Background: an optimization exercise with open tools, aiming at a short achievable clock period and few clock cycles per item. Do not read the settings as production practice. Function was checked by simulation only, so behaviour that the tests miss may differ from the original. No activity file was given, so power comes from the tool's default toggle rates.

<file path="flow/config.mk">
export PLATFORM = sky130hd
export DESIGN_NAME = dint_encoder
export DESIGN_NICKNAME = dint_encoder
export VERILOG_FILES = /design/flow/design.v
export SDC_FILE = /design/flow/constraint.sdc
export NUM_CORES = 4
export LEC_CHECK = 0
export ABC_CLOCK_PERIOD_IN_PS = 3000
export CAP_MARGIN = 20
export CORE_MARGIN = 2
export CORE_UTILIZATION = 35
export SETUP_SLACK_MARGIN = 3.0
export SLEW_MARGIN = 20
</file>
<file path="flow/constraint.sdc">
create_clock -name core_clock -period 7.0 [get_ports {clk}]
set_input_delay 1.4000 -clock core_clock [delete_from_list [all_inputs] [get_ports {clk}]]
set_output_delay 1.4000 -clock core_clock [all_outputs]
set_load 0.01 [all_outputs]
</file>
<file path="flow/design.v">
module dint_encoder (
    input  wire         clk,
    input  wire         rst,
    input  wire         start,
    input  wire [31:0]  n_in,
    input  wire [31:0]  max_n,
    input  wire [15:0]  esc_lo,
    output reg          src_rd_en,
    output reg  [29:0]  src_rd_addr,
    input  wire [31:0]  src_rd_data,
    output reg          enc_rd_en,
    output reg  [4:0]   enc_rd_size,
    output reg  [511:0] enc_rd_block,
    input  wire         enc_rd_hit,
    input  wire [15:0]  enc_rd_cw,
    output reg          out_valid,
    output reg  [15:0]  out_data,
    output reg          busy,
    output reg          done,
    output reg  [15:0]  err_code,
    output reg  [31:0]  dst_used,
    output reg  [31:0]  int_count,
    output reg  [31:0]  cw_count,
    output reg  [31:0]  lit_count,
    output reg  [31:0]  universe
);
    localparam [15:0] ERR_NONE  = 16'h0000;
    localparam [15:0] ERR_RANGE = 16'h0304;
    localparam W  = 40;      
    localparam WX = W + 16;  
    localparam QD = 8;       
    localparam QS = 4;       
    integer i, j, k;
    reg [15:0] esc;
    reg [31:0] n_r;
    reg        run;           
    reg [31:0] win [0:W-1];
    reg [W-1:0] wt;           
    reg        rdv;           
    reg [31:0] reads_left;    
    reg        all_arr;       
    reg [31:0] din;           
    reg        din_v;
    reg [4:0]  h_iss, h_kn, h_ht;
    reg [15:0] h_cw [0:4];
    reg [4:0]  s_iss, s_kn, s_ht;
    reg [15:0] s_cw [0:4];
    reg        s_v;
    reg [4:0]  dq;            
    reg        x1_v, x1_s;
    reg [4:0]  x1_oh;
    reg        x0_v, x0_s;
    reg [4:0]  x0_oh;
    reg        q_lit [0:QD-1];
    reg [31:0] q_dat [0:QD-1];
    reg [2:0]  q_rp, q_wp;
    reg [3:0]  q_cnt;
    reg [1:0]  ophase;
    reg [31:0] lit_v;
    reg [WX-1:0] tx;          
    reg [31:0]   wx [0:WX-1];
    always @(*) begin
        for (i = 0; i < WX; i = i + 1) begin
            if (i < W) begin
                tx[i] = wt[i] | (rdv & ((i == 0) ? 1'b1 : wt[i-1]));
                wx[i] = (rdv && !wt[i] && (i == 0 || wt[i-1])) ? src_rd_data : win[i];
            end else begin
                tx[i] = 1'b0;
                wx[i] = 32'd0;
            end
        end
    end
    wire [4:0] dok0  = {tx[0],  tx[1],  tx[3],  tx[7],  tx[15]};
    wire [4:0] dok1  = {tx[1],  tx[2],  tx[4],  tx[8],  tx[16]};
    wire [4:0] dok2  = {tx[2],  tx[3],  tx[5],  tx[9],  tx[17]};
    wire [4:0] dok4  = {tx[4],  tx[5],  tx[7],  tx[11], tx[19]};
    wire [4:0] dok8  = {tx[8],  tx[9],  tx[11], tx[15], tx[23]};
    wire [4:0] dok16 = {tx[16], tx[17], tx[19], tx[23], tx[31]};
    wire [4:0] exh  = all_arr ? dok0 : 5'b11111;
    wire       hv   = tx[0];
    wire [4:0] candh = ~h_iss & dok0;
    wire       anyh  = |candh;
    wire [4:0] xh = (x1_v && !x1_s) ? x1_oh : 5'd0;
    function [4:0] first1;   
        input [4:0] v;
        begin
            first1 = 5'd0;
            if      (v[0]) first1 = 5'b00001;
            else if (v[1]) first1 = 5'b00010;
            else if (v[2]) first1 = 5'b00100;
            else if (v[3]) first1 = 5'b01000;
            else if (v[4]) first1 = 5'b10000;
        end
    endfunction
    function [4:0] doksel;
        input [4:0] oh;
        begin
            doksel = ({5{oh[0]}} & dok16) | ({5{oh[1]}} & dok8) | ({5{oh[2]}} & dok4) |
                     ({5{oh[3]}} & dok2)  | ({5{oh[4]}} & dok1);
        end
    endfunction
    function [25:0] decide;
        input hyp;
        reg [4:0] kn, ht, mne, res_at, a_oh, ap_oh, cand, candr, cands;
        reg [5:0] pre, off;
        reg       lit, resolved, keepr, keeps, ts;
        integer   m;
        begin
            kn = h_kn | xh;
            ht = h_ht | (hyp ? xh : 5'd0);
            mne = (kn & ~ht) | ~exh;
            pre[0] = 1'b1;
            for (m = 0; m < 5; m = m + 1) pre[m+1] = pre[m] & mne[m];
            for (m = 0; m < 5; m = m + 1) res_at[m] = pre[m] & exh[m] & ht[m];
            lit = pre[5] & hv;
            a_oh = res_at | {lit, 4'd0};
            resolved = |a_oh;
            ap_oh = first1(ht);
            if (ht == 5'd0) ap_oh = 5'b10000;
            keepr = s_v & |(dq & a_oh);
            keeps = s_v & |(dq & ap_oh);
            candr = ~(keepr ? s_iss : 5'd0) & doksel(a_oh);
            cands = ~(keeps ? s_iss : 5'd0) & doksel(ap_oh);
            if (resolved) begin
                cand = candr; ts = 1'b0;
                off = {a_oh[0], a_oh[1], a_oh[2], a_oh[3], a_oh[4], 1'b0};
            end else if (anyh) begin
                cand = candh; ts = 1'b0;
                off = 6'b000001;
            end else begin
                cand = cands; ts = 1'b1;
                off = {1'b0, ap_oh[1], ap_oh[2], ap_oh[3], ap_oh[4], 1'b0};
            end
            decide = {resolved, lit, a_oh, |cand, ts, first1(cand), off, ap_oh, keeps};
        end
    endfunction
    wire [25:0] dec0 = decide(1'b0);
    wire [25:0] dec1 = decide(1'b1);
    wire        hit  = x1_v & enc_rd_hit;
    wire [25:0] dec  = hit ? dec1 : dec0;
    wire       d_res  = dec[25] & run;
    wire       d_lit  = dec[24];
    wire [4:0] d_a    = dec[23:19];
    wire       d_tv   = dec[18];
    wire       d_ts   = dec[17];
    wire [4:0] d_tj   = dec[16:12];
    wire [5:0] d_off  = dec[11:6];
    wire [4:0] d_ap   = dec[5:1];
    wire       d_keep = dec[0];
    wire       keep_r  = s_v & |(dq & d_a);
    wire       stall   = (q_cnt >= QS);
    wire       d_issue = run & d_tv & ~stall;
    wire [4:0] iss_m   = d_issue ? d_tj : 5'd0;
    reg [4:0]  ha_kn, ha_ht, sa_kn, sa_ht;
    reg [15:0] ha_cw [0:4];
    reg [15:0] sa_cw [0:4];
    always @(*) begin
        for (j = 0; j < 5; j = j + 1) begin
            ha_kn[j] = h_kn[j] | (x1_v & ~x1_s & x1_oh[j]);
            ha_ht[j] = h_ht[j] | (x1_v & ~x1_s & x1_oh[j] & enc_rd_hit);
            ha_cw[j] = (x1_v & ~x1_s & x1_oh[j]) ? enc_rd_cw : h_cw[j];
            sa_kn[j] = s_kn[j] | (x1_v & x1_s & x1_oh[j]);
            sa_ht[j] = s_ht[j] | (x1_v & x1_s & x1_oh[j] & enc_rd_hit);
            sa_cw[j] = (x1_v & x1_s & x1_oh[j]) ? enc_rd_cw : s_cw[j];
        end
    end
    reg [15:0] res_cw;
    always @(*) begin
        res_cw = 16'd0;
        for (j = 0; j < 5; j = j + 1)
            res_cw = res_cw | ({16{d_a[j]}} & ha_cw[j]);
    end
    reg [511:0] nblk;
    always @(*) begin
        for (k = 0; k < 16; k = k + 1)
            nblk[32*k +: 32] = ({32{d_off[0]}} & wx[k])     | ({32{d_off[1]}} & wx[k + 1]) |
                               ({32{d_off[2]}} & wx[k + 2]) | ({32{d_off[3]}} & wx[k + 4]) |
                               ({32{d_off[4]}} & wx[k + 8]) | ({32{d_off[5]}} & wx[k + 16]);
    end
    wire [5:0] sh = d_res ? {d_a[0], d_a[1], d_a[2], d_a[3], d_a[4], 1'b0} : 6'b000001;
    wire last_tok = all_arr & ~((d_a[0] & tx[16]) | (d_a[1] & tx[8]) | (d_a[2] & tx[4]) |
                                (d_a[3] & tx[2])  | (d_a[4] & tx[1]));
    wire fin_now = d_res & last_tok;
    wire q_empty = (q_cnt == 4'd0);
    wire pop     = (ophase == 2'd0) && !q_empty;
    wire byp     = (ophase == 2'd0) && q_empty && d_res;
    wire push    = d_res && !byp;
    wire       e_lit = pop ? q_lit[q_rp] : d_lit;
    wire [31:0] e_dat = pop ? q_dat[q_rp] : (d_lit ? wx[0] : {16'd0, res_cw});
    wire emit    = pop | byp;
    wire        rd_now  = src_rd_en;
    wire [31:0] rl_next = reads_left - {31'd0, rd_now};
    wire        room    = rd_now ? ~tx[W-2] : ~tx[W-1];
    always @(posedge clk) begin
        if (rst) begin
            busy      <= 1'b0;
            done      <= 1'b0;
            out_valid <= 1'b0;
            run       <= 1'b0;
            src_rd_en <= 1'b0;
            enc_rd_en <= 1'b0;
            rdv       <= 1'b0;
            din_v     <= 1'b0;
            x0_v      <= 1'b0;
            x1_v      <= 1'b0;
            q_cnt     <= 4'd0;
            q_rp      <= 3'd0;
            q_wp      <= 3'd0;
            ophase    <= 2'd0;
        end else begin
            done      <= 1'b0;
            out_valid <= 1'b0;
            din   <= src_rd_data;
            din_v <= rdv;
            if (din_v) universe <= universe + din;
            if (!busy) begin
                src_rd_en <= 1'b0;
                enc_rd_en <= 1'b0;
                rdv       <= 1'b0;
                x0_v      <= 1'b0;
                x1_v      <= 1'b0;
                if (start) begin
                    esc        <= esc_lo;
                    n_r        <= n_in;
                    err_code   <= ERR_NONE;
                    dst_used   <= 32'd0;
                    int_count  <= 32'd0;
                    cw_count   <= 32'd0;
                    lit_count  <= 32'd0;
                    universe   <= 32'd0;
                    din_v      <= 1'b0;
                    wt         <= {W{1'b0}};
                    all_arr    <= 1'b0;
                    h_iss <= 5'd0; h_kn <= 5'd0; h_ht <= 5'd0;
                    s_iss <= 5'd0; s_kn <= 5'd0; s_ht <= 5'd0;
                    s_v   <= 1'b0; dq <= 5'b10000;
                    q_cnt <= 4'd0; q_rp <= 3'd0; q_wp <= 3'd0;
                    ophase <= 2'd0;
                    if (n_in > max_n) begin
                        err_code <= ERR_RANGE;
                        done     <= 1'b1;
                    end else if (n_in == 32'd0) begin
                        done     <= 1'b1;
                    end else begin
                        busy        <= 1'b1;
                        run         <= 1'b1;
                        reads_left  <= n_in;
                        src_rd_en   <= 1'b1;
                        src_rd_addr <= 30'd0;
                    end
                end
            end else begin
                reads_left <= rl_next;
                if (rd_now) src_rd_addr <= src_rd_addr + 30'd1;
                rdv       <= rd_now;
                src_rd_en <= (rl_next != 32'd0) && room;
                all_arr   <= (rl_next == 32'd0);
                for (i = 0; i < W; i = i + 1) begin
                    win[i] <= ({32{sh[0]}} & wx[i])     | ({32{sh[1]}} & wx[i + 1]) |
                              ({32{sh[2]}} & wx[i + 2]) | ({32{sh[3]}} & wx[i + 4]) |
                              ({32{sh[4]}} & wx[i + 8]) | ({32{sh[5]}} & wx[i + 16]);
                    wt[i]  <= (sh[0] & tx[i])     | (sh[1] & tx[i + 1]) |
                              (sh[2] & tx[i + 2]) | (sh[3] & tx[i + 4]) |
                              (sh[4] & tx[i + 8]) | (sh[5] & tx[i + 16]);
                end
                if (d_res) begin
                    if (keep_r) begin
                        h_iss <= s_iss | iss_m; h_kn <= sa_kn; h_ht <= sa_ht;
                        for (j = 0; j < 5; j = j + 1) h_cw[j] <= sa_cw[j];
                    end else begin
                        h_iss <= iss_m; h_kn <= 5'd0; h_ht <= 5'd0;
                    end
                    s_v <= 1'b0;
                    s_iss <= 5'd0; s_kn <= 5'd0; s_ht <= 5'd0;
                end else begin
                    h_kn <= ha_kn; h_ht <= ha_ht;
                    for (j = 0; j < 5; j = j + 1) h_cw[j] <= ha_cw[j];
                    if (!d_ts) begin
                        h_iss <= h_iss | iss_m;
                        s_kn  <= sa_kn; s_ht <= sa_ht;
                        for (j = 0; j < 5; j = j + 1) s_cw[j] <= sa_cw[j];
                    end else begin
                        dq  <= d_ap;
                        s_v <= 1'b1;
                        if (d_keep) begin
                            s_kn <= sa_kn; s_ht <= sa_ht;
                            for (j = 0; j < 5; j = j + 1) s_cw[j] <= sa_cw[j];
                            s_iss <= s_iss | iss_m;
                        end else begin
                            s_kn <= 5'd0; s_ht <= 5'd0;
                            s_iss <= iss_m;
                        end
                    end
                end
                x1_oh <= x0_oh;
                if (d_res) begin
                    x1_v <= x0_v & x0_s & keep_r;
                    x1_s <= 1'b0;
                end else if (d_ts && !d_keep) begin
                    x1_v <= x0_v & ~x0_s;
                    x1_s <= x0_s;
                end else begin
                    x1_v <= x0_v;
                    x1_s <= x0_s;
                end
                x0_v  <= d_issue;
                x0_s  <= d_ts & ~d_res;
                x0_oh <= d_tj;
                enc_rd_en    <= d_issue;
                enc_rd_size  <= {d_tj[0], d_tj[1], d_tj[2], d_tj[3], d_tj[4]};
                enc_rd_block <= nblk;
                if (push) begin
                    q_lit[q_wp] <= d_lit;
                    q_dat[q_wp] <= d_lit ? wx[0] : {16'd0, res_cw};
                    q_wp <= q_wp + 3'd1;
                end
                if (pop) q_rp <= q_rp + 3'd1;
                q_cnt <= q_cnt + {3'd0, push} - {3'd0, pop};
                if (fin_now) begin
                    run       <= 1'b0;
                    int_count <= n_r;
                end
                if (emit) begin
                    out_valid <= 1'b1;
                    cw_count  <= cw_count + 32'd1;
                    if (e_lit) begin
                        out_data  <= esc;
                        lit_v     <= e_dat;
                        ophase    <= 2'd1;
                        dst_used  <= dst_used + 32'd6;
                        lit_count <= lit_count + 32'd1;
                    end else begin
                        out_data  <= e_dat[15:0];
                        dst_used  <= dst_used + 32'd2;
                    end
                end else if (ophase == 2'd1) begin
                    out_valid <= 1'b1;
                    out_data  <= lit_v[15:0];
                    ophase    <= 2'd2;
                end else if (ophase == 2'd2) begin
                    out_valid <= 1'b1;
                    out_data  <= lit_v[31:16];
                    ophase    <= 2'd0;
                end
                if ((byp && fin_now && !d_lit) ||
                    (pop && !run && q_cnt == 4'd1 && !q_lit[q_rp]) ||
                    (ophase == 2'd2 && q_empty && !run)) begin
                    done      <= 1'b1;
                    busy      <= 1'b0;
                    src_rd_en <= 1'b0;
                    enc_rd_en <= 1'b0;
                    x0_v      <= 1'b0;
                end
            end
        end
    end
endmodule
</file>
<file path="flow/run.sh">
#!/bin/bash
# synth_recipe.tcl (not shown) runs the flow's synth.tcl, then flattens the netlist and writes it again
# the make line also repeats each setting of config.mk as NAME=value (left out here)
make -C /OpenROAD-flow-scripts/flow DESIGN_CONFIG=/design/flow/config.mk WORK_HOME=/design/flow/orfs CLKGATE_MAP_FILE= SYNTH_SCRIPT=/design/flow/synth_recipe.tcl finish
</file>
==> impl_metrics.toml <==
[status]
status = "timing/DRC/antenna clean"

[cts]
cts_buffer_depth = 4
clockRootBuffer = "clkbuf_16"
numCtsBuffers = 304
postCtsHoldBufs = 0
tritoncts = "built"
htree_levels = 5
cts.sinks = 2679
clk_latency_ns = 1.03
clkSlewWorstSetupHoldPaths_ns = 0.07

[hold_path]
min-delay-start = "x0_oh[0]"
hold_path_class = "flip-flop to flip-flop"
min_to = "x1_oh[0]"
hold_depth = 0

[synth]
synth_edf_count = 2655
synth_area_leaders = "edfxtp_1, mux2i_1, mux2_2"
synthCells = 15240
yosysTopAreaCellShare = 0.4821
synth_ff_type = "edfxtp_1"
ys_ff_latch = 2679
syn_area_sq_um = 165400
synth_area_per_cell_sq_um = 10.85
yosys_warnings = 8
ys_async_sr_fraction = 0
synth_cell_type_count = 98
synth_seq_area_share = 0.4850
synth.largest_area_cell = "edfxtp_1"

[power]
p_leak_nw = 69.39
power_mw = 46.78
p_per_area_nw_per_um2 = 236.2
ir_worst_vdd_mv = 0.2065

[critical_path]
cp_slowest_cell = "o21ai_1"
r2r_slack_ns = 2.52
rr_worst_depth = 14
r2r_start = "x1_s"
startpoint = "x1_s"
startpoint_type = "flip-flop"
path_class = "flip-flop to flip-flop"
end_kind = "flip-flop"
cp_data_arrival_time_ns = 5.18
r2r_end = "enc_rd_block[416]"
cpPeakStageDelay_ns = 0.88
crit_path_frequent_cell = "buf_4"
cp_max_fo = 69
critical_path.cell_chain = "buf_6 -> nand3b_1 -> a22oi_2 -> buf_4 -> a2111oi_4 -> buf_4 -> nand2_8 -> buf_4 -> nand3_4 -> o31ai_4 -> buf_4 -> mux2i_4 -> clkbuf_16 -> o21ai_1"
critPathRequiredTime_ns = 7.70

[routing]
ant_nets = 0
drc = 0
postRouteWirelength_um = 879900
viasPerCell = 7.426
vias = 164500
drt-initial-drc-count = 37470
wl_per_cell_um = 39.72
first_pass_iters = 15

[layout]
final_cell_mix = "edfxtp_1, nand2_1, nor2_1"
mostFrequentLayoutCell = "edfxtp_1"
drive_gt1_frac = 0.1648
nets = 15850
fillers = 44270
area_growth_pct = 19.74

[die]
die_area_sq_um = 478000
die_w_um = 691.4
die_h_um = 691.4
rows = 252
top_level_ports = 876
core_area_sq_um = 470700
start_util = 0.3513

[timing]
setup_tns_ns = 0
min_period_over_period = 0.6406
hold_viol = 0
period_minus_slack_ns = 4.484
fmax_mhz = 223.0
maxSlewViolCount = 0
fin_skew_ns = 0.06911
tightest_slew_ns = 1.289
setup-violations-final = 0
rsz0062_at_grt = "true"
slew_headroom = 0.1404

[global_routing]
use_met2 = 0.4461
grtUsageMet3 = 0.1515
grt-ovfl-total = 0
grt_max_degree = 161
grt_pass1_wl_um = 1180000
grt_use_total = 0.3371
grt-busiest-layer = "met2"
grtUsageMet1 = 0.4250
grt_pass1_vias = 144700
antenna_found_initial = 85

[place]
portBuffers = 861
dp_hpwl_um = 526400
place.gp.congestion = 0.9954

[flow_run]
drv_cap = 0
-- final cells by class --
type | count | area (sq um) | area share
repair inverters | 1 | 7.507 | 0.00003791
well taps | 6223 | 7786 | 0.03932
inverters | 91 | 362.8 | 0.001832
multi-input cells | 10740 | 79840 | 0.4032
clock buffers | 377 | 8030 | 0.04055
flip-flops and latches | 2679 | 80230 | 0.4051
diodes | 62 | 155.1 | 0.0007834
repair buffers | 1813 | 20050 | 0.1012
clock inverters | 163 | 1572 | 0.007936
-- what timing repair did --
action,in CTS,in global routing
pin swaps,39,90
setup endpoints to repair,2753,1624
buffers inserted,112,138
gates resized for setup,209,321
cloned,25,49
-- power by group --
| part | leakage, nW | switching [mW] | internal, mW | total (mW) |
|---|---|---|---|---|
| combinational | 40.1 | 7.14 | 3.55 | 10.7 |
| clock | 4.66 | 7.35 | 9.02 | 16.4 |
| sequential | 24.7 | 0.666 | 19.1 | 19.7 |
-- registers in the layout, indices dropped and copies added (netlist names), 8 cells and up, named ones only --
| name | count |
|---|---|
| int_count | 32 |
| lit_v | 32 |
| src_rd_addr | 30 |
| din | 32 |
| lit_count | 32 |
| s_cw | 80 |
| n_r | 32 |
| out_data | 16 |
| enc_rd_block | 512 |
| esc | 16 |
| cw_count | 32 |
| q_dat | 256 |
| q_lit | 8 |
| win | 1280 |
| h_cw | 80 |
| universe | 32 |
| wt | 40 |
| dst_used | 31 |
| reads_left | 32 |
-- worst max-delay path, delay by kind of cell, from the launching register on --
family,cells,cell delay (ns)
DFF,1,0.48
muxes,1,0.07
buffers and inverters,6,1.20
and+or+nand+nor,3,0.47
AOI/OAI and AO/OA,4,1.53
-- routing by layer --
layer | vias to the layer above | routed length [um] | share of wire
met2 | 16020 | 335800 | 0.38
met5 | - | 1000 | 0.0011
met3 | 3924 | 150100 | 0.17
met4 | 64 | 89990 | 0.10
met1 | 80620 | 302900 | 0.34
li1 | 63860 | - | -
-- worst max-delay path by stage --
stage	depth (start not counted)	end	slack [ns]
after global routing	14	enc_rd_block[485]	2.77
final	14	enc_rd_block[416]	2.52
after floorplan	5	q_dat[1][0]	-24.25
after detailed placement	18	dst_used[30]	1.45
after global placement	18	dst_used[30]	1.39
after CTS	10	enc_rd_block[273]	2.83
-- cell usage after synthesis, drive strengths merged (369+ instances only) --
library cell and n:
a21oi 420, nand2 1230, nor2 1087, o221ai 942
a221oi 554, o22ai 568, o21ai 1110, mux2i 894
clkbuf 1263, buf 490, a222oi 586, a22oi 369
mux2 792, edfxtp 2655, a221o 510
-- kinds of logic (layout without fill, tap and decap cells) --
kind of cell    count (synthesis)  in the layout  share of synthesized area
compound gates               5612           5618                     0.2578
xor+xnor                      153            153                   0.008103
fa+ha+maj                      83             83                   0.006416
buf+inv                      1844           2445                    0.04467
flops                        2679           2679                     0.4850
mux                          1752           1752                     0.1170
other cells                     1             76                 0.00002268
simple gates                 3115           3121                    0.08093
-- per-stage QoR --
stage                     hold slack (ns)  setup slack [ns]  std cells  utilization  cell area [sq um]
after floorplan                    0.4769            -24.25      15250            -             165400
after global placement             0.4404             1.387      21220       0.3862             181800
after detailed placement           0.4584             1.449      21220       0.3863             181900
after CTS                          0.4710             2.834      21900       0.4125             194200
after global routing               0.4805             2.775      22100       0.4204             197900
final                              0.4617             2.516      22150       0.4207             198000
Testbench counts, summed over its fixed seeds: cycles 32,993, items 23,793.

==> port drivers added, routing unchanged <==
In the flow no input, the clock included, has a driving cell. The finished layout below was timed again as built, in two steps. Step 1 (the two cells are an assumption about what drives the block):
set clk [get_ports {clk}]
set_driving_cell -lib_cell sky130_fd_sc_hd__clkbuf_16 $clk
set_driving_cell -lib_cell sky130_fd_sc_hd__buf_2 [delete_from_list [all_inputs] $clk]
Step 2 moves the port delays by t, midway between the first and last clock arrival at a register: inputs arrive t later, outputs are due t later. That takes back most of the time a late clock gives input paths. Slacks: no drivers / after step 1 / after step 2; pairs: no drivers / after step 1.
shift t [ns]: 1.121
slack for setup (ns): 2.516 / 2.516 / 1.740
worst setup path after step 2: input to register
worst slew at a driven data input, ns: 0.11
After both steps setup and hold are still met in this run. For this run, drivers alone change the setup slack by 0.000 ns; drivers and shift together by -0.776 ns.
